This is an optimization exercise on Yosys and OpenROAD, whose aim is small area, a short achievable clock period and few clock cycles, not a production implementation.
Only simulation tests tie the RTL to the original design; equivalence was not proved.
Power and IR drop assume default switching activity.

job 2236:
Design ifsb_codec, start of the top module:
module ifsb_codec (
    input  wire        clk,
    input  wire        rst,
    input  wire        req_valid,
    input  wire [7:0]  req_data,
    output wire        req_ready,
    output wire        dout_valid,
    output wire [7:0]  dout_data,
    input  wire        dout_ready,
    output wire        rsp_valid,
    input  wire        rsp_ready,
    output wire [3:0]  rsp_code,
    output wire        rsp_has_status,
    output wire [7:0]  rsp_status,
    output wire [15:0] rsp_value,
    output wire [7:0]  rsp_consumed,
    output wire [31:0] rsp_info
);
    localparam [3:0] R_OK          = 4'd0;
    localparam [3:0] R_NO_RESPONSE = 4'd1;
    localparam [3:0] R_NOOP        = 4'd2;
    localparam [3:0] R_SYNC_ERR    = 4'd3;
    localparam [3:0] R_TRUNCATED   = 4'd4;
    localparam [3:0] R_LEN_ERR     = 4'd5;
    localparam [3:0] R_CRC_ERR     = 4'd6;
    localparam [3:0] R_ENC_ERR     = 4'd7;
    localparam [3:0] R_ILLEGAL_OP  = 4'd11;
    localparam [15:0] K_FC = 16'h3DE3;    
    reg  [1:0]  hc;         
    reg         hv;         
    reg  [2:0]  op;
    reg         bad;        
    reg  [7:0]  cmd;
    reg  [7:0]  rem;        
    reg         dmode;      
    reg         rr;         
    reg  [7:0]  abuf;       
    reg         dv;         
    reg         anew;       
    reg  [7:0]  bbuf;       
    reg         bv;
    reg  [15:0] acc;        
    reg  [15:0] crc_reg;    
    reg s_idle, s_rsp;
    reg s_elen, s_ecmd, s_edata, s_elo, s_ehi, s_eend;
    reg s_crc, s_drain;
    reg s_pb0, s_pb1, s_pb2, s_pdata, s_plo, s_phi, s_pchk, s_pdone;
    reg go_q;               
    reg abort;              
    reg  [3:0]  r_code;
    reg         r_hs;
    reg  [7:0]  r_status;
    reg  [7:0]  r_cons;
    reg  [15:0] r_info;     
    wire fire   = req_valid & rr;
    wire dfire  = fire & dmode;
    wire hfire  = fire & ~dmode;
    wire afree  = ~dv | dout_ready;
    wire rem1   = (rem == 8'd1);
    wire remz   = (rem == 8'd0);
    wire cmdz   = (cmd == 8'd0);
    wire [15:0] rom_q;
    ifsb_crc_rom u_rom (
        .addr (acc[7:0] ^ abuf),
        .data (rom_q)
    );
  ...
Size: ~720 cells after synthesis, ~130 flip-flops, ~93 I/O pins, roughly 0.0071 mm² of cells after synthesis.
==> flow/config.mk <==
export PLATFORM = sky130hd
export DESIGN_NAME = ifsb_codec
export DESIGN_NICKNAME = ifsb_codec
export VERILOG_FILES = /design/flow/design.v
export SDC_FILE = /design/flow/constraint.sdc
export NUM_CORES = 4
export LEC_CHECK = 0
export CAP_MARGIN = 20
export CORE_MARGIN = 2
export CORE_UTILIZATION = 40
export SLEW_MARGIN = 20
==> flow/constraint.sdc <==
create_clock -name core_clock -period 10.0 [get_ports {clk}]
set_input_delay 2.0000 -clock core_clock [delete_from_list [all_inputs] [get_ports {clk}]]
set_output_delay 2.0000 -clock core_clock [all_outputs]
set_load 0.01 [all_outputs]
standard.sh (not shown) runs the stock make flow with config.mk's settings and CLKGATE_MAP_FILE= SYNTH_SCRIPT=/design/flow/synth_recipe.tcl, a recipe that flattens the netlist after the stock synthesis.
==> flow/flow/run.sh <==
#!/bin/bash
set -euo pipefail
bash standard.sh SETUP_SLACK_MARGIN=6.8 \
  "BUFFER_PORTS_ARGS=-buffer_cell sky130_fd_sc_hd__buf_1" \
  finish > standard_flow.log 2>&1
The flow did not stop early for job 2236: all stages ran, and the layout cleared the timing, DRC and antenna checks.
Testbench counts of job 2236, summed over its fixed seeds: cycles 72,419.
Edits applied to the flow inputs when going from job 2236 to job 6014:
--- a/flow/design.v
+++ b/flow/design.v
@@ -83,17 +83,17 @@
     wire remz   = (rem == 8'd0);
     wire cmdz   = (cmd == 8'd0);
     wire [15:0] rom_q;
     ifsb_crc_rom u_rom (
         .addr (acc[7:0] ^ abuf),
         .data (rom_q)
     );
     wire [15:0] step_out = {8'h00, acc[15:8]} ^ rom_q;
-    wire        crc_hold = s_elo & ~bv & dv & ~dout_ready;
+    wire [15:0] acc_now  = anew ? step_out : acc;
     wire hdr_last  = hfire & (hc == 2'd3);
     wire exec_free = s_idle | (s_rsp & rsp_ready);
     wire go        = (hv | hdr_last) & exec_free;
     wire op_is1    = (op == 3'd1);
     wire pre_ill   = bad |
                      ((op == 3'd0) & ~(cmdz & remz)) |
                      (op_is1 & ~remz) |
                      (((op == 3'd2) | (op == 3'd4)) & ~cmdz);
@@ -180,25 +180,25 @@
     wire sel_cmd = s_ecmd | (go_q & s_crc & op_is1);
     wire sel_lo  = s_elo & ~bv;
     wire sel_hi  = s_ehi | (err_st & ~bv);
     wire [7:0] abuf_d = ({8{sel_req}} & req_data) |
                         ({8{bv}}      & bbuf) |
                         ({8{sel_fc}}  & 8'hFC) |
                         ({8{s_elen}}  & len_byte) |
                         ({8{sel_cmd}} & cmd) |
-                        ({8{sel_lo}}  & step_out[7:0]) |
+                        ({8{sel_lo}}  & acc_now[7:0]) |
                         ({8{sel_hi}}  & acc[15:8]);
     wire dv_set  = (a_req & outbyte) | a_b | (a_fc & ~(hdr_last & rsv1_bad)) |
                    a_len | e_cmd | a_lo | e_hi;
     wire dv_d    = run & (dv_set | (dv & ~dout_ready));
-    wire anew_d  = run & (a_req | a_b | a_fc | a_len | a_cmd | (anew & crc_hold));
+    wire anew_d  = run & (a_req | a_b | a_fc | a_len | a_cmd);
     wire acc_fc   = init & s_elen;
     wire acc_crc  = init & s_crc & op_is1;
-    wire acc_ld   = go_q | p_done_n | (anew & ~crc_hold);
+    wire acc_ld   = go_q | p_done_n | anew;
     wire acc_stp  = ~go_q & ~p_done_n;
     wire [15:0] acc_d = ({16{acc_crc}} & crc_reg) |
                         ({16{acc_fc}}  & K_FC) |
                         ({16{acc_stp}} & step_out);
     wire crc_ld   = c_end;              
     wire code_ld  = go | abort | (s_pb0 & pend) | p_trunc | (pb0_fire & ~d_sync) |
                     p_lenerr | p_crcerr;
     wire [3:0] code_d = abort    ? R_ILLEGAL_OP :
==> run notes <==
Job 6014 went all the way through synthesis, placement and routing and the layout is clean on timing, DRC and antenna.
Number of distinct standard cells referenced by the synthesized netlist is lower on job 6014
Sequential share of layout area for job 6014: 0.76 points down relative to job 2236
Job 6014 and job 2236 ended up with roughly the same sequential power.
Compared with job 2236, in job 6014 layout overhead on the synthesized area shows an increase of 1.1 points; total power shows an increase of 32 µW; required time of the worst setup path shows no meaningful change; wire length shows a reduction of about 2.4%.
Compared with job 2236, job 6014 instantiates a larger number of cells.
Post-synthesis share of cell area spent on and, or, nand and nor gates came out higher on job 6014 than on job 2236.
Any difference in largest clock skew in the final design between job 6014 and job 2236 is small enough to ignore.
In job 6014 relative to job 2236, standard cell core area had gone up by a few percent.
Summary: die area, job 6014 worse than job 2236
Testbench counts of job 6014, summed over its fixed seeds: cycles 72,419.

==> afterwards: timing with drivers on the ports <==
The flow's constraints put no driver on any port. The routed layouts listed below were extracted and timed again, unchanged, in two steps.
Step 1 (the two cells are an assumption about what drives the block):
set clk [get_ports {clk}]
set_driving_cell -lib_cell sky130_fd_sc_hd__clkbuf_16 $clk
set_driving_cell -lib_cell sky130_fd_sc_hd__buf_2 [delete_from_list [all_inputs] $clk]
Step 2 times the ports against the registers' clock, not the clock port: input delays grow and output delays shrink by t, the midpoint of the rising clock arrivals with the driver on.
a / b / c = ideal ports / drivers / drivers and shift; a / b = the first two.
| run | t (ns) | setup slack, ns | hold slack, ns | slew at the worst register clock pin (ns) | worst slew at a driven data input, ns |
|---|---|---|---|---|---|
| job 2236 | 0.467 | 6.827 / 6.780 / 6.442 | 0.455 / 0.455 / 0.455 | 0.06 / 0.06 | 0.03 |
| job 6014 | 0.465 | 6.831 / 6.790 / 6.435 | 0.455 / 0.455 / 0.455 | 0.07 / 0.07 | 0.04 |
After both steps setup and hold are still met in every run listed. The setup slack of job 6014, which loses most, moves by -0.041 ns with the drivers and by -0.396 ns with both steps.
